This design comes from an exercise in tuning for small area, a short achievable clock period and few clock cycles on the open sky130 flow, not from production work.
No functional check of the RTL was part of any run shown here.
Power and IR drop assume default switching activity.

`flow/run.sh`:
```
#!/bin/bash
# synth_recipe.tcl (not shown) runs the flow's synth.tcl, then flattens the netlist and writes it again
# the make line also repeats each setting of config.mk as NAME=value (left out here)
make -C /OpenROAD-flow-scripts/flow DESIGN_CONFIG=/design/flow/config.mk WORK_HOME=/design/flow/orfs CLKGATE_MAP_FILE= SYNTH_SCRIPT=/design/flow/synth_recipe.tcl finish
```
`flow/constraint.sdc`:
```
create_clock -name core_clock -period 14.0 [get_ports {clk}]
set_input_delay 2.8000 -clock core_clock [delete_from_list [all_inputs] [get_ports {clk}]]
set_output_delay 2.8000 -clock core_clock [all_outputs]
set_load 0.01 [all_outputs]
```
`flow/design.v`:
```
module ccb (
    input  wire         clk,
    input  wire         rst,
    input  wire         cmd_valid,
    output reg          cmd_ready,
    input  wire [31:0]  cmd_data,
    output reg          rsp_valid,
    output reg  [2:0]   rsp_status,
    output reg  [31:0]  rsp_value,
    input  wire         edge_valid,
    input  wire [31:0]  edge_data,
    input  wire [29:0]  pin_i,
    input  wire [63:0]  time_i,
    output reg          ev_valid,
    output reg          ev_pulse,
    output reg  [2:0]   ev_ch,
    output reg  [15:0]  ev_val,
    output wire [127:0] duty_o,
    output reg  [29:0]  pin_oe,
    output reg  [89:0]  pin_ch,
    output wire         err_o
);
    localparam [4:0] OP_RESET = 5'h01, OP_ISINIT = 5'h02, OP_SETLED = 5'h03,
                     OP_SETSNS = 5'h04, OP_SETPOL = 5'h05, OP_SETPOLL = 5'h06,
                     OP_GETPOLL = 5'h07, OP_STEST = 5'h08, OP_PROCESS = 5'h09,
                     OP_EDGE = 5'h0A, OP_GEDGE = 5'h0B, OP_DRAIN = 5'h0C,
                     OP_RESOLVE = 5'h0D, OP_RETARGET = 5'h0E, OP_TICK = 5'h0F,
                     OP_POLL = 5'h10;
    localparam [1:0] S_IDLE = 2'd0, S_OPS = 2'd1, S_EXEC = 2'd2, S_EMIT = 2'd3;
    localparam [1:0] M_CUR = 2'd0, M_ZERO = 2'd1, M_PCUR = 2'd2, M_WZ = 2'd3;
    function automatic [11:0] dec125(input [4:0] n);
        case (n)
            5'd0:  dec125 = 12'd0;    5'd1:  dec125 = 12'd125;
            5'd2:  dec125 = 12'd250;  5'd3:  dec125 = 12'd375;
            5'd4:  dec125 = 12'd500;  5'd5:  dec125 = 12'd625;
            5'd6:  dec125 = 12'd750;  5'd7:  dec125 = 12'd875;
            5'd8:  dec125 = 12'd1000; 5'd9:  dec125 = 12'd1125;
            5'd10: dec125 = 12'd1250; 5'd11: dec125 = 12'd1375;
            5'd12: dec125 = 12'd1500; 5'd13: dec125 = 12'd1625;
            5'd14: dec125 = 12'd1750; 5'd15: dec125 = 12'd1875;
            5'd16: dec125 = 12'd2000; 5'd17: dec125 = 12'd2125;
            5'd18: dec125 = 12'd2250; 5'd19: dec125 = 12'd2375;
            5'd20: dec125 = 12'd2500; 5'd21: dec125 = 12'd2625;
            5'd22: dec125 = 12'd2750; 5'd23: dec125 = 12'd2875;
            5'd24: dec125 = 12'd3000; 5'd25: dec125 = 12'd3125;
            default: dec125 = 12'bx;
        endcase
    endfunction
    function automatic [7:0] first1(input [7:0] m);
        first1 = m & (~m + 8'd1);
    endfunction
    function automatic [2:0] enc8(input [7:0] oh);
        enc8 = {|oh[7:4], |{oh[7:6], oh[3:2]}, |{oh[7], oh[5], oh[3], oh[1]}};
    endfunction
    reg  [7:0]        pending;
    reg               poll_en;
    reg               err;
    reg  [7:0][4:0]   led;
    reg  [7:0][4:0]   sns;
    reg  [7:0]        al;         
    reg  [7:0]        tgt;        
    reg  [7:0]        fad;
    reg  [7:0]        door;
    reg  [7:0]        tsv;
    reg  [7:0]        lraw;
    reg  [7:0][4:0]   cur;        
    reg  [7:0][11:0]  dq;         
    reg  [7:0][63:0]  lt;         
    reg  [1:0]  st;
    reg  [1:0]  left;
    reg  [4:0]  h_op;
    reg  [4:0]  h_ch;
    reg         h_b;
    reg  [7:0]  h_pin;
    reg         h_rsv;            
    reg         h_evm;            
    reg  [63:0] xq;               
    reg  [29:0] pq;               
    reg         eq_v;
    reg  [31:0] eq_d;
    reg  [7:0]  em;
    reg  [1:0]  emode;
    reg         ehalf;
    reg         rv1;              
    wire accept = cmd_valid && cmd_ready;
    wire go     = (st == S_EXEC);
    assign err_o = err;
    genvar g;
    generate
        for (g = 0; g < 8; g = g + 1) begin : g_duty
            assign duty_o[16*g +: 16] = {2'b00, dq[g], 2'b00};
        end
    endgenerate
    integer p, c2;
    always @(*) begin
        pin_oe = 30'd0;
        pin_ch = 90'd0;
        for (p = 0; p < 30; p = p + 1)
            for (c2 = 7; c2 >= 0; c2 = c2 - 1)
                if (led[c2] == p) begin
                    pin_oe[p]        = 1'b1;
                    pin_ch[3*p +: 3] = c2[2:0];
                end
    end
    function automatic [7:0] gmask(input [7:0] pn);
        integer c;
        begin
            for (c = 0; c < 8; c = c + 1)
                gmask[c] = (pn[7:5] == 3'd0) && (pn[4:0] == sns[c]);
        end
    endfunction
    wire [4:0] e_op = eq_d[31:27];
    wire e_edge  = (e_op == OP_EDGE)  && ({eq_d[26:25], eq_d[21:0]} == 24'd0);
    wire e_gedge = (e_op == OP_GEDGE) && (eq_d[26:16] == 11'd0) && (eq_d[7:4] == 4'd0);
    reg  [7:0] ebits;
    always @(*) begin
        ebits = 8'd0;
        if (eq_v && e_edge)  ebits[eq_d[24:22]] = 1'b1;
        if (eq_v && e_gedge) ebits = gmask(eq_d[15:8]);
    end
    wire [7:0] pend_in = pending | ebits;
    wire o_reset   = h_op == OP_RESET;
    wire o_isinit  = h_op == OP_ISINIT;
    wire o_setled  = h_op == OP_SETLED;
    wire o_setsns  = h_op == OP_SETSNS;
    wire o_setpol  = h_op == OP_SETPOL;
    wire o_setpoll = h_op == OP_SETPOLL;
    wire o_getpoll = h_op == OP_GETPOLL;
    wire o_stest   = h_op == OP_STEST;
    wire o_process = h_op == OP_PROCESS;
    wire o_edge    = h_op == OP_EDGE;
    wire o_gedge   = h_op == OP_GEDGE;
    wire o_drain   = h_op == OP_DRAIN;
    wire o_resolve = h_op == OP_RESOLVE;
    wire o_retgt   = h_op == OP_RETARGET;
    wire o_tick    = h_op == OP_TICK;
    wire o_poll    = h_op == OP_POLL;
    wire chan_op  = o_edge | o_tick | o_retgt | o_resolve | o_poll;
    wire b_op     = o_retgt | o_resolve | o_poll | o_setpoll;
    wire illegal  = (h_op == 5'd0) || (h_op >= 5'h11);
    wire reserved = h_rsv || (h_ch != 5'd0 && !chan_op) || (h_b && !b_op) ||
                    ((h_pin != 8'd0 || h_evm) && !o_gedge) ||
                    (o_setpol && xq[63:40] != 24'd0);
    wire badch    = chan_op && (h_ch[4:3] != 2'd0);
    wire [2:0] status = illegal ? 3'd1 : reserved ? 3'd2 : badch ? 3'd3 : 3'd0;
    wire ok = (status == 3'd0);
    reg  [7:0] pv_ok;
    always @(*) begin : pvchk
        integer c;
        for (c = 0; c < 8; c = c + 1) pv_ok[c] = xq[8*c +: 8] <= 8'd29;
    end
    wire allv = &pv_ok;
    reg  [7:0] chg_led, chg_sns;
    always @(*) begin : chgs
        integer c;
        for (c = 0; c < 8; c = c + 1) begin
            chg_led[c] = xq[8*c +: 5] != led[c];
            chg_sns[c] = xq[8*c +: 5] != sns[c];
        end
    end
    wire [7:0] selc = 8'd1 << h_ch[2:0];
    wire [7:0] m    = pend_in;        
    reg  [7:0] raw, lg, rej, cand, enr, acc, rtc, tnew, tick, fnew, updlr;
    reg  [7:0][4:0] cnext;
    always @(*) begin : perch
        integer c;
        for (c = 0; c < 8; c = c + 1) begin
            raw[c]  = o_process ? pq[sns[c]] : h_b;
            lg[c]   = raw[c] ^ al[c];
            rej[c]  = tsv[c] && ((xq - lt[c]) < 64'd100000);
            cand[c] = !rej[c] && (lg[c] != door[c]);
            enr[c]  = o_process ? (m[c] || (poll_en && (raw[c] != lraw[c])))
                                : selc[c] && (o_resolve || (o_poll && (h_b != lraw[c])));
            acc[c]  = go && ok && enr[c] && cand[c];
            updlr[c] = go && ok && (o_process ? poll_en : (o_poll && selc[c]));
            rtc[c]  = ((acc[c] && (o_process || o_poll)) ? (lg[c] != tgt[c]) : 1'b0) ||
                      (go && ok && o_retgt && selc[c] && (h_b != tgt[c]));
            tnew[c] = tgt[c] ^ rtc[c];
            tick[c] = go && ok && (o_process || (o_tick && selc[c])) && (fad[c] || rtc[c]);
            cnext[c] = tnew[c] ? ((cur[c] >= 5'd23) ? 5'd25 : cur[c] + 5'd2)
                               : ((cur[c] <= 5'd2)  ? 5'd0  : cur[c] - 5'd2);
            fnew[c] = tnew[c] ? (cnext[c] != 5'd25) : (cnext[c] != 5'd0);
        end
    end
    wire [7:0] res_oh = selc & acc;
    wire       res_any = |res_oh;
    wire       res_lg  = |(res_oh & lg);
    wire [7:0] tfirst = first1(tick);
    reg  [4:0] tval;
    always @(*) begin : tv
        integer c;
        tval = 5'd0;
        for (c = 0; c < 8; c = c + 1)
            if (tfirst[c]) tval = tval | cnext[c];
    end
    wire [7:0] efirst = first1(em);
    wire [2:0] ech    = enc8(efirst);
    wire [4:0] ecur   = cur[ech];
    integer c;
    always @(posedge clk) begin
        pq   <= pin_i;
        eq_v <= edge_valid && !rst;
        eq_d <= edge_data;
        if (st == S_IDLE) begin
            xq <= time_i;
        end else if (st == S_OPS && accept) begin
            if (left == 2'd2) xq[31:0]  <= cmd_data;
            else              xq[63:32] <= cmd_data;
        end
        if (rst) begin
            st        <= S_IDLE;
            cmd_ready <= 1'b1;
            rsp_valid <= 1'b0;
            ev_valid  <= 1'b0;
            rsp_status <= 3'd0;
            rsp_value <= 32'd0;
            ev_pulse  <= 1'b0;
            ev_ch     <= 3'd0;
            ev_val    <= 16'd0;
            left      <= 2'd0;
            em        <= 8'd0;
            emode     <= M_CUR;
            ehalf     <= 1'b0;
            rv1       <= 1'b0;
            h_op <= 5'd0; h_ch <= 5'd0; h_b <= 1'b0; h_pin <= 8'd0;
            h_rsv <= 1'b0; h_evm <= 1'b0;
            pending <= 8'd0;
            poll_en <= 1'b0;
            err     <= 1'b0;
            for (c = 0; c < 8; c = c + 1) begin
                led[c] <= 5'd10 + c[4:0];
                sns[c] <= 5'd2 + c[4:0];
                cur[c] <= 5'd0;
                dq[c]  <= 12'd0;
            end
            al <= 8'hFF; tgt <= 8'd0; fad <= 8'd0; door <= 8'd0;
            tsv <= 8'd0; lraw <= 8'hFF;
        end else begin
            rsp_valid <= 1'b0;
            ev_valid  <= 1'b0;
            case (st)
            S_IDLE: if (accept) begin
                h_op  <= cmd_data[31:27];
                h_ch  <= cmd_data[26:22];
                h_b   <= cmd_data[21];
                h_pin <= cmd_data[15:8];
                h_rsv <= |{cmd_data[20:16], cmd_data[7:4]};
                h_evm <= |cmd_data[3:0];
                case (cmd_data[31:27])
                    OP_SETLED, OP_SETSNS, OP_RESOLVE, OP_POLL: begin
                        left <= 2'd2; st <= S_OPS;
                    end
                    OP_SETPOL: begin
                        left <= 2'd1; st <= S_OPS;
                    end
                    default: begin
                        st <= S_EXEC; cmd_ready <= 1'b0;
                    end
                endcase
            end
            S_OPS: if (accept) begin
                left <= left - 2'd1;
                if (left == 2'd1) begin
                    st <= S_EXEC; cmd_ready <= 1'b0;
                end
            end
            default: ;
            endcase
            pending <= pend_in;
            if (go) begin
                rsp_status <= status;
                rsp_value  <= 32'd0;
                if (!ok) begin
                    err       <= 1'b1;
                    rsp_valid <= 1'b1;
                    st <= S_IDLE; cmd_ready <= 1'b1;
                end else begin
                    rsp_valid <= 1'b1;
                    st <= S_IDLE; cmd_ready <= 1'b1;
                    case (h_op)
                    OP_RESET: begin
                        pending <= 8'd0;
                        poll_en <= 1'b0;
                        err     <= 1'b0;
                        for (c = 0; c < 8; c = c + 1) begin
                            led[c] <= 5'd10 + c[4:0];
                            sns[c] <= 5'd2 + c[4:0];
                            cur[c] <= 5'd0;
                            dq[c]  <= 12'd0;
                        end
                        al <= 8'hFF; tgt <= 8'd0; fad <= 8'd0; door <= 8'd0;
                        tsv <= 8'd0; lraw <= 8'hFF;
                        ev_valid <= 1'b1; ev_pulse <= 1'b0; ev_ch <= 3'd0; ev_val <= 16'd0;
                        em <= 8'hFE; emode <= M_ZERO; ehalf <= 1'b0; rv1 <= 1'b1;
                        rsp_valid <= 1'b0; st <= S_EMIT;
                    end
                    OP_ISINIT:  rsp_value <= 32'd1;
                    OP_GETPOLL: rsp_value <= {31'd0, poll_en};
                    OP_SETPOLL: poll_en <= h_b;
                    OP_SETPOL:  al <= xq[39:32];
                    OP_SETLED: begin
                        rsp_value <= {31'd0, allv};
                        if (allv) begin
                            for (c = 0; c < 8; c = c + 1)
                                if (chg_led[c]) begin
                                    led[c] <= xq[8*c +: 5];
                                    dq[c]  <= dec125(cur[c]);
                                end
                            if (chg_led != 8'd0) begin
                                ev_valid <= 1'b1; ev_pulse <= 1'b1;
                                ev_ch <= enc8(first1(chg_led)); ev_val <= 16'd0;
                                em <= chg_led; emode <= M_PCUR; ehalf <= 1'b1; rv1 <= 1'b1;
                                rsp_valid <= 1'b0; st <= S_EMIT;
                            end
                        end
                    end
                    OP_SETSNS: begin
                        rsp_value <= {31'd0, allv};
                        if (allv)
                            for (c = 0; c < 8; c = c + 1)
                                if (chg_sns[c]) begin
                                    sns[c] <= xq[8*c +: 5];
                                    tsv[c] <= 1'b0;
                                end
                    end
                    OP_STEST: begin
                        for (c = 0; c < 8; c = c + 1) dq[c] <= 12'd0;
                        ev_valid <= 1'b1; ev_pulse <= 1'b0; ev_ch <= 3'd0; ev_val <= 16'd12500;
                        em <= 8'hFF; emode <= M_WZ; ehalf <= 1'b1; rv1 <= 1'b0;
                        rsp_valid <= 1'b0; st <= S_EMIT;
                    end
                    OP_EDGE:  pending <= pend_in | selc;
                    OP_GEDGE: pending <= pend_in | gmask(h_pin);
                    OP_DRAIN: begin
                        rsp_value <= {24'd0, pend_in};
                        pending   <= 8'd0;
                    end
                    OP_PROCESS: pending <= 8'd0;
                    OP_RESOLVE, OP_POLL:
                        rsp_value <= {30'd0, res_any, res_lg};
                    default: ;
                    endcase
                    for (c = 0; c < 8; c = c + 1) begin
                        if (updlr[c]) lraw[c] <= raw[c];
                        if (acc[c]) begin
                            lt[c]   <= xq;
                            tsv[c]  <= 1'b1;
                            door[c] <= lg[c];
                        end
                        if (rtc[c]) tgt[c] <= tnew[c];
                        if (tick[c]) begin
                            cur[c] <= cnext[c];
                            dq[c]  <= dec125(cnext[c]);
                            fad[c] <= fnew[c];
                        end else if (rtc[c]) begin
                            fad[c] <= 1'b1;
                        end
                    end
                    if (tick != 8'd0) begin
                        ev_valid <= 1'b1; ev_pulse <= 1'b0;
                        ev_ch  <= enc8(tfirst);
                        ev_val <= {2'b00, dec125(tval), 2'b00};
                        em <= tick & ~tfirst; emode <= M_CUR; ehalf <= 1'b0; rv1 <= 1'b0;
                        if ((tick & ~tfirst) != 8'd0) begin
                            rsp_valid <= 1'b0; st <= S_EMIT;
                        end
                    end
                end
            end
            if (st == S_EMIT) begin
                ev_valid <= 1'b1;
                ev_ch    <= ech;
                ev_pulse <= 1'b0;
                case (emode)
                M_CUR: begin
                    ev_val <= {2'b00, dec125(ecur), 2'b00};
                    em <= em & ~efirst;
                end
                M_ZERO: begin
                    ev_val <= 16'd0;
                    if ((em & ~efirst) == 8'd0) begin
                        em <= 8'hFF; emode <= M_PCUR; ehalf <= 1'b0;
                    end else begin
                        em <= em & ~efirst;
                    end
                end
                M_PCUR: begin
                    if (!ehalf) begin
                        ev_pulse <= 1'b1; ev_val <= 16'd0; ehalf <= 1'b1;
                    end else begin
                        ev_val <= {2'b00, dec125(ecur), 2'b00};
                        ehalf <= 1'b0; em <= em & ~efirst;
                    end
                end
                default: begin    
                    if (!ehalf) begin
                        ev_val <= 16'd12500; ehalf <= 1'b1;
                    end else begin
                        ev_val <= 16'd0; ehalf <= 1'b0; em <= em & ~efirst;
                    end
                end
                endcase
                if ((emode == M_CUR && (em & ~efirst) == 8'd0) ||
                    ((emode == M_PCUR || emode == M_WZ) && ehalf && (em & ~efirst) == 8'd0)) begin
                    rsp_valid  <= 1'b1;
                    rsp_status <= 3'd0;
                    rsp_value  <= {31'd0, rv1};
                    st <= S_IDLE; cmd_ready <= 1'b1;
                end
            end
        end
    end
endmodule
```
`flow/config.mk`:
```
export PLATFORM = sky130hd
export DESIGN_NAME = ccb
export DESIGN_NICKNAME = ccb
export VERILOG_FILES = /design/flow/design.v
export SDC_FILE = /design/flow/constraint.sdc
export NUM_CORES = 4
export LEC_CHECK = 0
export ABC_CLOCK_PERIOD_IN_PS = 3000
export CAP_MARGIN = 20
export CELL_PAD_IN_SITES_DETAIL_PLACEMENT = 1
export CELL_PAD_IN_SITES_GLOBAL_PLACEMENT = 1
export CORE_MARGIN = 2
export CORE_UTILIZATION = 40
export SETUP_SLACK_MARGIN = 1.0
export SLEW_MARGIN = 20
```
==> flow_metrics.py, run 1 <==
metrics = {
    "critical_path": {
        "worstPathArrival_ns": 11.24,
        "cpMaxStageDelayCell": "nor4_1",
        "path_common_cell": "ha_1",
        "required_ns": 14.72,
        "reg2reg_from": "xq[35]$_DFFE_PP_",
        "slowest_delay_ns": 0.79,
        "ff2ff_setup_slack_ns": 3.48,
        "crit_type": "reg -> reg",
        "crit_fanout": 11,
        "crit_path_start_kind": "flip-flop",
        "crit_family": "compound AO/OA/AOI/OAI gates",
        "end_kind": "flip-flop",
        "worstReg2RegEnd": "ev_val[7]$_SDFFE_PP0P_",
        "cp_num_buf_inv": 3,
        "reg2reg_depth": 28,
    },
    "pwr": {
        "combinationalPowerShare": 0.551,
        "power.total_mw": 17.0,
        "sequentialPowerShare": 0.225,
        "irDropWorstVdd_mv": 0.0985,
        "switching_share": 0.500,
        "power_frac_clock": 0.224,
        "switchingPower_mw": 8.50,
        "p_int_mw": 8.50,
        "power_density_nw_per_um2": 162,
        "leakagePower_nw": 40.3,
    },
    "global_routing": {
        "grt_first_pass_wirelength_um": 691000,
        "antenna_found_initial": 27,
        "grt_usage": 0.390,
        "overflow": 0,
        "grt_max_degree": 92,
        "grt_pass1_vias": 100038,
    },
    "floorplanning": {
        "die_area_um2": 237000,
        "initial_core_util": 0.401,
        "io_pins": 469,
        "die_h_um": 486,
        "core-area_um2": 232000,
        "fp.dieW_um": 486,
        "rows": 177,
    },
    "hold_path": {
        "hold_path.class": "reg -> reg",
        "min_path_cells": 2,
        "holdPathEnd": "dq[90]$_SDFFE_PP0P_",
    },
    "timing": {
        "finalSetupViolCount": 0,
        "max_freq_mhz": 95.1,
        "relSlewSlack": 0.212,
        "slew_viol_final": 0,
        "setup_tns_ns": 0,
        "hold_viol": 0,
        "fin_crit_ns": 10.52,
        "tightestPinTransition_ns": 1.17,
        "grt_setup_unrepaired": "false",
        "fin_crit_sh": 0.751,
        "finalClockSkew_ns": 0.0865,
    },
    "logic_synthesis": {
        "synth_top_area_frac": 0.186,
        "synth-seq-cells": 1100,
        "yosysWarnings": 1,
        "synth-compound-area-share": 0.252,
        "synthMuxAreaShare": 0.0356,
        "synth_cell_types": 111,
        "synth_top_family_by_area": "compound AO/OA/AOI/OAI gates",
        "yosysTopAreaCell": "edfxtp_1",
        "synth-edff-count": 576,
        "synthTopCellsByArea": "edfxtp_1 19%, dfxtp_1 11%, ha_1 8.2%",
        "postSynthAreaPerCell_um2": 7.71,
        "yosysSeqAreaShare": 0.299,
        "synthArstFlopShare": 0,
        "syn_area_um2": 93100,
        "ys.flop_type": "edfxtp_1",
        "synthCells": 12075,
        "synthAdderAreaFrac": 0.0822,
        "synthXorXnorAreaFrac": 0.0448,
        "yosys.area_share.simple": 0.227,
    },
    "clock_network": {
        "cts_setup_buffers": 0,
        "cts_tree": "yes",
        "htreeDepth": 4,
        "clkSlewWorstSetupHoldPaths_ns": 0.06,
        "cts_buffer_depth": 3,
        "cts_root_buffer": "clkbuf_16",
        "numCtsBuffers": 140,
        "cts.sinks": 1100,
        "cts_hold_buf": 0,
        "cts_resized": 0,
        "worstSkewPairLatency_ns": 0.89,
    },
    "cells_and_area": {
        "stdcell_count": 15405,
        "final_nets": 12983,
        "utilization": 0.454,
        "area_growth_pct": 13.1,
        "drive_gt1_frac": 0.0605,
    },
    "detailed_routing": {
        "via_count": 99890,
        "wl_per_cell_um": 31.1,
        "first_pass_iters": 6,
        "wl_um": 479000,
        "drt-initial-drc-count": 9758,
        "drc": 0,
        "antenna_left": 0,
        "avgViaCountPerCell": 6.48,
    },
    "run_status": {
        "status": "timing/DRC/antenna clean",
    },
    "place": {
        "dp_cells": 15112,
        "hpwl_um": 375000,
        "portBuffers": 432,
        "gp_congestion": 1.04,
    },
    "run": {
        "max_cap_violations": 0,
    },
}
-- through the flow --
| stage | hold WS (ns) | worst slack [ns] | instance area [um2] |
|---|---|---|---|
| 6_report | 0.452 | 3.48 | 105000 |
| 5_1_grt | 0.480 | 3.18 | 105000 |
| 4_1_cts | 0.456 | 3.42 | 105000 |
| 3_5_place_dp | 0.444 | 3.43 | 100000 |
| 3_3_place_gp | 0.435 | 3.50 | 100000 |
| 2_1_floorplan | 0.428 | 6.53 | 93200 |
-- metal layers --
metal | part of all wire | GRT usage | vias to the layer above
met1 | 0.40 | 0.483 | 50097
met2 | 0.45 | 0.621 | 4158
met5 | 0.000081 | 0 | -
met4 | 0.079 | 0.266 | 6
met3 | 0.067 | 0.0639 | 1187
li1 | - | - | 44442
-- kinds of logic after synthesis --
group	Yosys count
buffers and inverters	1439
xor gates and xnor gates	476
other	1
adders and majority gates	612
and+or+nand+nor	4510
AOI/OAI and AO/OA	3712
muxes	225
DFF	1100
-- worst max path at each step --
stage	from	endpoint	cells after the start
2_1_floorplan	xq[40]$_DFFE_PP_	ev_val[7]$_SDFFE_PP0P_	28
3_3_place_gp	xq[23]$_DFFE_PP_	ev_val[7]$_SDFFE_PP0P_	27
3_5_place_dp	xq[7]$_DFFE_PP_	ev_val[7]$_SDFFE_PP0P_	26
4_1_cts	xq[7]$_DFFE_PP_	ev_val[7]$_SDFFE_PP0P_	26
5_1_grt	xq[35]$_DFFE_PP_	ev_val[7]$_SDFFE_PP0P_	28
6_report	xq[35]$_DFFE_PP_	ev_val[7]$_SDFFE_PP0P_	28
-- flip-flops by register name, indices dropped and copies added (netlist names), 3 cells and up, named ones only --
signal,flops
pq,30
rsp_value,32
eq_d,32
led,40
em,8
xq,64
tgt,8
h_pin,8
cur,40
lt,512
rsp_status,3
dq,96
h_op,5
sns,40
tsv,8
door,8
ev_val,12
fad,8
ev_ch,3
al,8
lraw,8
h_ch,5
pending,8
-- power by group through the flow --
| stage | clock (mW) | sequential [mW] | combinational, mW |
|---|---|---|---|
| floorplan | 0 | 3.99 | 5.19 |
| global placement | 0 | 3.88 | 8.92 |
| detailed placement | 0 | 3.89 | 9.00 |
| CTS | 3.85 | 3.82 | 9.06 |
| global route | 3.97 | 3.83 | 9.84 |
| finish | 3.81 | 3.83 | 9.36 |
-- area by class of cell --
type | count | area, um2
Clock inverter | 70 | 915
Fill cell | 28009 | 127000
Antenna cell | 35 | 87.6
Tap cell | 3043 | 3810
Multi-Input combinational cell | 9571 | 60100
Inverter | 766 | 2880
Clock buffer | 187 | 3810
Sequential cell | 1100 | 27800
Timing Repair Buffer | 633 | 5880
-- Yosys cell counts, types with 43 or more instances --
cell	count
edfxtp_1	576
clkbuf_1	569
nand3_1	292
and2_1	102
a21boi_0	43
o21ai_0	816
nor3_1	336
o21a_1	119
or2_2	64
a2111oi_0	43
mux2i_1	105
ha_1	609
nor2_1	1171
a211oi_1	129
and3_1	87
xor2_1	215
nor2b_1	101
o221ai_1	48
mux4_2	81
dfxtp_1	524
nand2_1	1536
nor4_1	109
o21bai_1	68
a21o_1	157
or3_1	87
o22ai_1	70
a31oi_1	126
o211ai_1	139
inv_1	762
nor3b_1	51
a22oi_1	55
buf_1	44
xnor2_1	261
nand2b_1	84
nand4_1	295
o31ai_1	61
a221oi_1	72
a21oi_1	1265
nand3b_1	52
-- cell usage in the layout, fill, tap and decap left out, types with 70 or more instances in the layout --
| cell type | count |
|---|---|
| nor4_1 | 105 |
| mux4_2 | 81 |
| nor2b_1 | 98 |
| a21oi_1 | 1264 |
| o21a_1 | 119 |
| o21ai_0 | 812 |
| nand2_1 | 1535 |
| inv_1 | 761 |
| and3_1 | 87 |
| xor2_1 | 215 |
| xnor2_1 | 261 |
| and2_1 | 102 |
| edfxtp_1 | 576 |
| clkbuf_16 | 141 |
| nor3_1 | 334 |
| or3_1 | 86 |
| o22ai_1 | 70 |
| clkdlybuf4s50_1 | 431 |
| dfxtp_1 | 524 |
| o211ai_1 | 139 |
| mux2i_1 | 105 |
| buf_4 | 198 |
| nand3_1 | 292 |
| a31oi_1 | 124 |
| nor2_1 | 1156 |
| nand2b_1 | 84 |
| nand4_1 | 295 |
| a21o_1 | 156 |
| a221oi_1 | 72 |
| a211oi_1 | 129 |
| ha_1 | 609 |
-- worst min-delay path, delay by kind of cell (launching register included) --
| family | cells | cell delay, ns |
|---|---|---|
| simple gates | 1 | 0.05 |
| flops | 1 | 0.30 |
| compound gates | 1 | 0.06 |
==> run 2: changes to the inputs <==
--- a/flow/design.v
+++ b/flow/design.v
@@ -48,2 +48,16 @@
     endfunction
+    function automatic inwin(input [63:0] a, input [63:0] b);
+        reg [46:0] x, g;
+        reg [16:0] d;
+        reg        brw, eq0, eq1;
+        begin
+            x   = a[63:17] ^ b[63:17];
+            g   = {b[62:17] & ~a[62:17], 1'b1};
+            eq0 = ~|x;
+            eq1 = ~|(x ^ g);
+            brw = a[16:0] < b[16:0];
+            d   = a[16:0] - b[16:0];
+            inwin = (d < 17'd100000) && (brw ? eq1 : eq0);
+        end
+    endfunction
     function automatic [7:0] first1(input [7:0] m);
@@ -66,3 +80,3 @@
     reg  [7:0][4:0]   cur;        
-    reg  [7:0][11:0]  dq;         
+    reg  [7:0]        dz;         
     reg  [7:0][63:0]  lt;         
@@ -77,3 +91,4 @@
     reg  [63:0] xq;               
-    reg  [29:0] pq;               
+    reg  [7:0]  rawq;             
+    reg  [7:0]  rejq;             
     reg         eq_v;
@@ -90,3 +105,3 @@
         for (g = 0; g < 8; g = g + 1) begin : g_duty
-            assign duty_o[16*g +: 16] = {2'b00, dq[g], 2'b00};
+            assign duty_o[16*g +: 16] = dz[g] ? 16'd0 : {2'b00, dec125(cur[g]), 2'b00};
         end
@@ -167,5 +182,5 @@
         for (c = 0; c < 8; c = c + 1) begin
-            raw[c]  = o_process ? pq[sns[c]] : h_b;
+            raw[c]  = o_process ? rawq[c] : h_b;
             lg[c]   = raw[c] ^ al[c];
-            rej[c]  = tsv[c] && ((xq - lt[c]) < 64'd100000);
+            rej[c]  = rejq[c];
             cand[c] = !rej[c] && (lg[c] != door[c]);
@@ -199,4 +214,8 @@
     integer c;
+    wire [63:0] now_in = (st == S_OPS) ? {cmd_data, xq[31:0]} : time_i;
     always @(posedge clk) begin
-        pq   <= pin_i;
+        for (c = 0; c < 8; c = c + 1) begin
+            rawq[c] <= pin_i[sns[c]];
+            rejq[c] <= tsv[c] && inwin(now_in, lt[c]);
+        end
         eq_v <= edge_valid && !rst;
@@ -233,3 +252,3 @@
                 cur[c] <= 5'd0;
-                dq[c]  <= 12'd0;
+                dz[c]  <= 1'b1;
             end
@@ -288,3 +307,3 @@
                             cur[c] <= 5'd0;
-                            dq[c]  <= 12'd0;
+                            dz[c]  <= 1'b1;
                         end
@@ -306,3 +325,3 @@
                                     led[c] <= xq[8*c +: 5];
-                                    dq[c]  <= dec125(cur[c]);
+                                    dz[c]  <= 1'b0;
                                 end
@@ -326,3 +345,3 @@
                     OP_STEST: begin
-                        for (c = 0; c < 8; c = c + 1) dq[c] <= 12'd0;
+                        dz <= 8'hFF;
                         ev_valid <= 1'b1; ev_pulse <= 1'b0; ev_ch <= 3'd0; ev_val <= 16'd12500;
@@ -352,3 +371,3 @@
                             cur[c] <= cnext[c];
-                            dq[c]  <= dec125(cnext[c]);
+                            dz[c]  <= 1'b0;
                             fad[c] <= fnew[c];
==> run 2 against run 1 <==
Net effect:
- global-route usage fell by 1.9 points
- worst setup slack better by 2.8 ns
- still clean
- cell count shrank 37%
- clock skew is 0.037 ns lower
- highest routed layer unchanged
- register-to-register slack better by 2.8 ns
- core utilization up 2.0 points
==> flow_metrics.py, run 2 <==
metrics = {
    "run_status": {
        "status": "timing/DRC/antenna clean",
    },
    "clock_network": {
        "worstSkewPairLatency_ns": 0.80,
        "numCtsBuffers": 118,
        "cts_buffer_depth": 3,
        "cts_setup_buffers": 0,
        "cts_root_buffer": "clkbuf_16",
        "cts_hold_buf": 0,
        "cts_tree": "yes",
        "cts.sinks": 998,
        "clkSlewWorstSetupHoldPaths_ns": 0.06,
        "htreeDepth": 3,
        "cts_resized": 0,
    },
    "cells_and_area": {
        "layout_common_cells": "822 x nand2_1, 576 x edfxtp_1, 569 x ha_1",
        "stdcell_count": 9697,
        "drive_gt1_frac": 0.0868,
        "area_growth_pct": 17.9,
        "top_register": "lt",
        "final_common_cell": "nand2_1",
        "final_nets": 8129,
        "top_regs": "lt (512), xq (64)",
        "largest_reg_flops": 512,
    },
    "critical_path": {
        "path_cells": "nor4_2 > nand2_1 > a21o_1 > nor4_4 > buf_4 > nand4b_2 > nor3_1 > o21bai_1 > ha_1 > nor3_1 > o21bai_1 > nand2_1 > o32ai_1 > a211oi_2 > o221ai_1 > nor2_2 > o2bb2ai_1 > mux2i_1 > a211oi_1 > a31o_1",
        "slowest_delay_ns": 0.82,
        "reg2reg_from": "h_op[0]$_SDFFE_PP0P_",
        "crit_fanout": 29,
        "required_ns": 14.67,
        "reg2reg_depth": 20,
        "cpMaxStageDelayCell": "o32ai_1",
        "crit_path_start_kind": "flip-flop",
        "crit_start": "h_op[0]$_SDFFE_PP0P_",
        "crit_type": "reg -> reg",
        "worstPathArrival_ns": 8.37,
        "end_kind": "flip-flop",
    },
    "place": {
        "portBuffers": 432,
        "post-place-ws_ns": 6.44,
        "dp_cells": 9452,
        "hpwl_um": 237000,
        "gp_congestion": 1.02,
    },
    "detailed_routing": {
        "avgViaCountPerCell": 6.24,
        "drc": 0,
        "antenna_left": 0,
        "wl_um": 318000,
        "via_count": 60500,
        "first_pass_iters": 5,
        "wl_per_cell_um": 32.8,
        "drt-initial-drc-count": 6606,
    },
    "logic_synthesis": {
        "postSynthAreaPerCell_um2": 9.31,
        "synth_top_area_frac": 0.265,
        "synthArstFlopShare": 0,
        "synth-seq-cells": 998,
        "synthTopCellsByArea": "edfxtp_1 27%, dfxtp_1 13%, ha_1 11%",
        "synth-edff-count": 576,
        "yosysSeqAreaShare": 0.395,
        "synth_cell_types": 111,
        "syn_area_um2": 65200,
        "synth_common_cells": "822 x nand2_1, 576 x edfxtp_1, 575 x nor2_1",
        "ys.flop_type": "edfxtp_1",
        "yosysTopAreaCell": "edfxtp_1",
        "synthCells": 7005,
        "yosysWarnings": 1,
        "yosysMostFrequentCell": "nand2_1",
    },
    "timing": {
        "whs_ns": 0.459,
        "finalClockSkew_ns": 0.0495,
        "hold_viol": 0,
        "tightestPinTransition_ns": 1.17,
        "finalSetupViolCount": 0,
        "slew_viol_final": 0,
        "max_freq_mhz": 130,
        "relSlewSlack": 0.206,
        "grt_setup_unrepaired": "false",
        "fin_crit_ns": 7.69,
        "fin_crit_sh": 0.549,
        "fin_ws_ns": 6.31,
        "setup_tns_ns": 0,
    },
    "hold_path": {
        "min_from": "rsp_value[26]$_SDFF_PP0_",
        "hold_path.class": "reg -> reg",
        "min_path_cells": 1,
    },
    "pwr": {
        "irDropWorstVdd_mv": 0.124,
        "power.total_mw": 9.43,
        "leakagePower_nw": 29.3,
        "power_density_nw_per_um2": 123,
    },
    "floorplanning": {
        "fp.dieW_um": 408,
        "core-area_um2": 162000,
        "die_h_um": 408,
        "initial_core_util": 0.402,
        "io_pins": 469,
        "rows": 148,
        "die_area_um2": 166000,
    },
    "global_routing": {
        "grt_max_degree": 70,
        "antenna_found_initial": 35,
        "grt_usage": 0.371,
        "grt_first_pass_wirelength_um": 447000,
        "grt_pass1_vias": 60003,
        "overflow": 0,
    },
    "run": {
        "max_cap_violations": 0,
    },
}
-- run 2: changes by cell type in the layout (fill, tap and decap cells not counted), moves of 100 or more --
cell / previous run / this run
nor2_1: 1156 / 568
nand4_1: 295 / 173
dfxtp_1: 524 / 422
o21ai_0: 812 / 355
inv_1: 761 / 245
o211ai_1: 139 / 39
nand3_1: 292 / 170
nor3_1: 334 / 195
a21oi_1: 1264 / 438
a21o_1: 156 / 56
nand2_1: 1535 / 822
-- run 2: final cells by class --
class                      instances  area [um2]
fill                           18322       85500
sequential                       998       25700
timing repair buffer             634        5860
multi-input combinational       5395       37400
antenna                           21        52.6
clock inverter                    74         882
clock buffer                     149        3310
tap                             2175        2720
inverter                         251         942
-- run 2: where the power goes --
part,internal [mW],switching (mW)
combinational,0.770,1.77
clock,1.95,1.41
sequential,3.35,0.174
-- run 2: final timing paths --
| path | end | slack, ns |
|---|---|---|
| max | ev_val[4]$_SDFFE_PP0P_ | 6.31 |
| min | rsp_value[26]$_SDFF_PP0_ | 0.46 |
| max reg2reg | ev_val[4]$_SDFFE_PP0P_ | 6.31 |
| min reg2reg | rsp_value[26]$_SDFF_PP0_ | 0.46 |
-- run 2: stage by stage --
stage	util	instance area, um2
CTS	0.473	76800
global route	0.473	76900
detailed placement	0.447	72600
global placement	0.447	72600
finish	0.473	76900
floorplan	-	65300
-- run 2: kinds of logic (layout without fill, tap and decap cells) --
logic type,after synthesis,in the layout,synth area share
AND/OR/NAND/NOR,2588,2588,0.192
AO/OA/AOI/OAI,1469,1469,0.144
flip-flops,998,998,0.395
buffers and inverters,647,1108,0.0405
adder cells (fa/ha/maj),571,571,0.109
XOR/XNOR,518,518,0.0698
multiplexers,213,213,0.0488
other,1,57,0.0000575
-- run 2: metal layers --
| metal | up-vias | track usage | part of all wire | wire length, um |
|---|---|---|---|---|
| met4 | 6 | 0.168 | 0.050 | 15900 |
| met5 | - | 0 | 0.00013 | 40 |
| met3 | 567 | 0.0678 | 0.091 | 28900 |
| met2 | 3031 | 0.565 | 0.43 | 138000 |
| li1 | 26392 | - | - | - |
| met1 | 30504 | 0.509 | 0.43 | 135000 |
-- run 2: critical path: cells and delay by family (launching register included) --
| family | cells | cell delay, ns |
|---|---|---|
| AOI/OAI and AO/OA | 9 | 2.97 |
| and+or+nand+nor | 8 | 2.87 |
| DFF | 1 | 0.56 |
| adders and majority gates | 1 | 0.44 |
| buffers and inverters | 1 | 0.40 |
| muxes | 1 | 0.32 |
==> run 3: changes to the inputs <==
==> flow/flow/run.sh (new file) <==
#!/bin/bash
# Standard layout, with timing repair aimed well below the design's period.
set -euo pipefail
bash standard.sh SETUP_SLACK_MARGIN=8 finish > standard_flow.log 2>&1
==> flow/standard.sh (new file) <==
#!/bin/bash
# synth_recipe.tcl (not shown) runs the flow's synth.tcl, then flattens the netlist and writes it again
# the make line also repeats each setting of config.mk as NAME=value (left out here)
make -C /OpenROAD-flow-scripts/flow DESIGN_CONFIG=/design/flow/config.mk WORK_HOME=/design/flow/orfs CLKGATE_MAP_FILE= SYNTH_SCRIPT=/design/flow/synth_recipe.tcl "${@:-finish}"
--- a/flow/config.mk
+++ b/flow/config.mk
@@ -13,3 +13,2 @@
 export CORE_UTILIZATION = 40
-export SETUP_SLACK_MARGIN = 1.0
 export SLEW_MARGIN = 20
removed: flow/run.sh
==> run 3 against run 2 <==
Net effect:
- synthesized cell count unchanged
- sequential power about the same
- critical path type unchanged
- clock power about the same
- via count increased by 0.41%
- highest routed layer unchanged
- still clean
- global-route usage fell by 0.078 points
- sequential cell count did not move
==> flow_metrics.py, run 3 <==
metrics = {
    "pwr": {
        "sequentialPowerShare": 0.372,
        "switchingPower_mw": 3.35,
        "combinationalPowerShare": 0.271,
        "leakagePower_nw": 29.7,
        "irDropWorstVdd_mv": 0.108,
        "power_density_nw_per_um2": 122,
        "p_int_mw": 6.14,
        "switching_share": 0.353,
        "power_frac_clock": 0.357,
    },
    "detailed_routing": {
        "wl_met1_um": 135000,
        "drt-initial-drc-count": 7417,
        "drc": 0,
        "antenna_left": 0,
        "wl_per_cell_um": 32.6,
        "dr.max_layer_used": "met5",
        "avgViaCountPerCell": 6.24,
        "met3_length_um": 30300,
        "wl_met2_um": 137000,
        "via_count": 60751,
        "wl_um": 318000,
        "first_pass_iters": 5,
    },
    "logic_synthesis": {
        "synthTopCellsByArea": "edfxtp_1 27%, dfxtp_1 13%, ha_1 11%",
        "yosysWarnings": 1,
        "synth_common_cells": "822 x nand2_1, 576 x edfxtp_1, 575 x nor2_1",
        "yosysTopAreaCell": "edfxtp_1",
        "synth-edff-count": 576,
        "synthArstFlopShare": 0,
        "synth-seq-cells": 998,
        "synth_top_area_frac": 0.265,
        "syn_area_um2": 65200,
        "postSynthAreaPerCell_um2": 9.31,
        "synthCells": 7005,
        "yosysMostFrequentCell": "nand2_1",
        "yosysSeqAreaShare": 0.395,
        "synth_cell_types": 111,
        "ys.flop_type": "edfxtp_1",
    },
    "timing": {
        "grt_setup_unrepaired": "true",
        "tightestPinTransition_ns": 1.23,
        "slew_viol_final": 0,
        "whs_ns": 0.460,
        "fin_crit_ns": 6.04,
        "finalClockSkew_ns": 0.0666,
        "fin_crit_sh": 0.432,
        "setup_tns_ns": 0,
        "relSlewSlack": 0.170,
        "fin_ws_ns": 7.96,
        "max_freq_mhz": 165,
        "finalSetupViolCount": 0,
        "hold_viol": 0,
    },
    "floorplanning": {
        "die_area_um2": 166000,
        "die_h_um": 408,
        "core-area_um2": 162000,
        "fp.dieW_um": 408,
        "initial_core_util": 0.402,
        "io_pins": 469,
        "rows": 148,
    },
    "place": {
        "hpwl_um": 235000,
        "portBuffers": 432,
        "gp_congestion": 0.995,
        "post-place-ws_ns": 6.78,
    },
    "cells_and_area": {
        "largest_reg_flops": 512,
        "top_regs": "lt (512), xq (64)",
        "multi_input_area_um2": 38000,
        "area_growth_pct": 19.4,
        "final_common_cell": "nand2_1",
        "final_nets": 8166,
        "fillers": 18269,
        "regArea_um2": 25800,
        "layout_common_cells": "817 x nand2_1, 576 x edfxtp_1, 563 x nor2_1, 563 x ha_1, 437 x a21oi_1",
        "drive_gt1_frac": 0.105,
        "top_register": "lt",
        "utilization": 0.479,
    },
    "critical_path": {
        "worstReg2RegEnd": "ev_val[5]$_SDFFE_PP0P_",
        "crit_path_start_kind": "flip-flop",
        "critPathCapture": "ev_val[5]$_SDFFE_PP0P_",
        "reg2reg_depth": 15,
        "path_cells": "buf_4 > nor4_1 > nand4_1 > o2111a_2 > nor4_4 > buf_4 > o2111ai_2 > o32a_1 > and3_1 > nand2_1 > nor3_1 > a31oi_1 > nor2_1 > a22oi_1 > a21oi_1",
        "required_ns": 14.60,
        "end_kind": "flip-flop",
        "crit_start": "xq[57]$_DFFE_PP_",
        "cp.depth": 15,
        "crit_fanout": 18,
        "worstPathArrival_ns": 6.64,
        "crit_family": "simple AND/OR/NAND/NOR gates",
        "cpMaxStageDelayCell": "nor4_4",
        "reg2reg_from": "xq[57]$_DFFE_PP_",
        "crit_type": "reg -> reg",
        "path_common_cell": "buf_4",
        "cp_num_buf_inv": 2,
        "ff2ff_setup_slack_ns": 7.96,
        "slowest_delay_ns": 0.79,
    },
    "global_routing": {
        "grt_first_pass_wirelength_um": 446000,
        "antenna_found_initial": 46,
        "overflow": 0,
        "grt_max_degree": 67,
        "grt_usage": 0.370,
        "grt_pass1_vias": 60413,
    },
    "clock_network": {
        "cts_tree": "yes",
        "cts_root_buffer": "clkbuf_16",
        "htreeDepth": 3,
        "cts_buffer_depth": 3,
        "numCtsBuffers": 116,
        "worstSkewPairLatency_ns": 0.79,
        "cts.sinks": 998,
        "clkSlewWorstSetupHoldPaths_ns": 0.07,
    },
    "hold_path": {
        "hold_path.class": "reg -> reg",
    },
    "run_status": {
        "status": "timing/DRC/antenna clean",
    },
    "run": {
        "max_cap_violations": 0,
    },
}
[run 3: cell counts after synthesis]
No cell type changed its count.
[run 3: worst min-delay path by stage]
stage	start	end	cells past startpoint
after detailed placement	rsp_value[31]$_SDFF_PP0_	rsp_value[31]$_SDFF_PP0_	1
after CTS	rsp_value[14]$_SDFF_PP0_	rsp_value[14]$_SDFF_PP0_	1
after global placement	rsp_value[9]$_SDFF_PP0_	rsp_value[9]$_SDFF_PP0_	1
after floorplan	tsv[3]$_SDFFE_PP0P_	rejq[3]$_DFF_P_	1
after global routing	rsp_value[20]$_SDFF_PP0_	rsp_value[20]$_SDFF_PP0_	1
final	rsp_value[9]$_SDFF_PP0_	rsp_value[9]$_SDFF_PP0_	1
[run 3: what timing repair did]
action / CTS / global route
pin swaps: 6 / 12
resized for setup: 79 / 74
hold buffers: 0 / 0
buffers inserted: 14 / 24
cloned: 1 / 0
setup endpoints to repair: 151 / 139
[run 3: routing by layer]
layer / global-route usage / vias to the layer above
li1: - / 26478
met1: 0.515 / 30615
met2: 0.560 / 3069
met3: 0.0719 / 583
met4: 0.153 / 6
met5: 0 / -
[run 3: final cells by class]
type | instances | area share
timing repair buffer | 672 | 0.0795
antenna | 24 | 0.000771
clock buffer | 141 | 0.0405
clock inverter | 77 | 0.0135
inverter | 251 | 0.0121
sequential | 998 | 0.331
multi-input combinational | 5396 | 0.488
tap | 2175 | 0.0350
[run 3: kinds of logic after synthesis]
| kind of cell | count (synthesis) | share of synthesized area |
|---|---|---|
| AOI/OAI and AO/OA | 1469 | 0.144 |
| xor gates and xnor gates | 518 | 0.0698 |
| adders and majority gates | 571 | 0.109 |
| buffers and inverters | 647 | 0.0405 |
| DFF | 998 | 0.395 |
| muxes | 213 | 0.0488 |
| other | 1 | 0.0000575 |
| and+or+nand+nor | 2588 | 0.192 |
[run 3: stage by stage]
step	instances	area [um2]	power [mW]
global route	9723	77800	9.72
global placement	9450	72600	5.99
finish	9734	77900	9.50
floorplan	7040	65400	4.73
detailed placement	9451	72600	6.04
CTS	9684	77200	9.43
[run 3: power by group through the flow]
stage / clock, mW / sequential [mW] / combinational (mW)
final: 3.39 / 3.53 / 2.57
after global routing: 3.53 / 3.53 / 2.66
after detailed placement: 0 / 3.59 / 2.44
after floorplan: 0 / 3.52 / 1.21
after CTS: 3.42 / 3.53 / 2.48
after global placement: 0 / 3.59 / 2.41

[re-timing with driven ports]
In the flow no input, the clock included, has a driving cell. The finished layouts below were timed again as built, in two steps. Step 1 (the two cells are an assumption about what drives the block):
set clk [get_ports {clk}]
set_driving_cell -lib_cell sky130_fd_sc_hd__clkbuf_16 $clk
set_driving_cell -lib_cell sky130_fd_sc_hd__buf_2 [delete_from_list [all_inputs] $clk]
Step 2 adds t to the input delays and takes it off the output delays; t is the mean of the earliest and latest rising clock arrival at the registers after step 1. Input paths then give back, and output paths get back, about the clock's delay inside the block. Three values: ideal ports, drivers, drivers and shift; two values: the first two.
| run | shift t [ns] | setup WS [ns] | slew at the worst register clock pin (ns) |
|---|---|---|---|
| run 1 | 0.944 | 3.484 / 3.484 / 3.484 | 0.07 / 0.07 |
| run 2 | 0.860 | 6.309 / 6.309 / 6.309 | 0.08 / 0.08 |
| run 3 | 0.843 | 7.957 / 7.929 / 7.192 | 0.07 / 0.07 |
After both steps setup and hold are still met in every run listed. The setup slack of run 3, which loses most, moves by -0.028 ns with the drivers and by -0.765 ns with both steps.
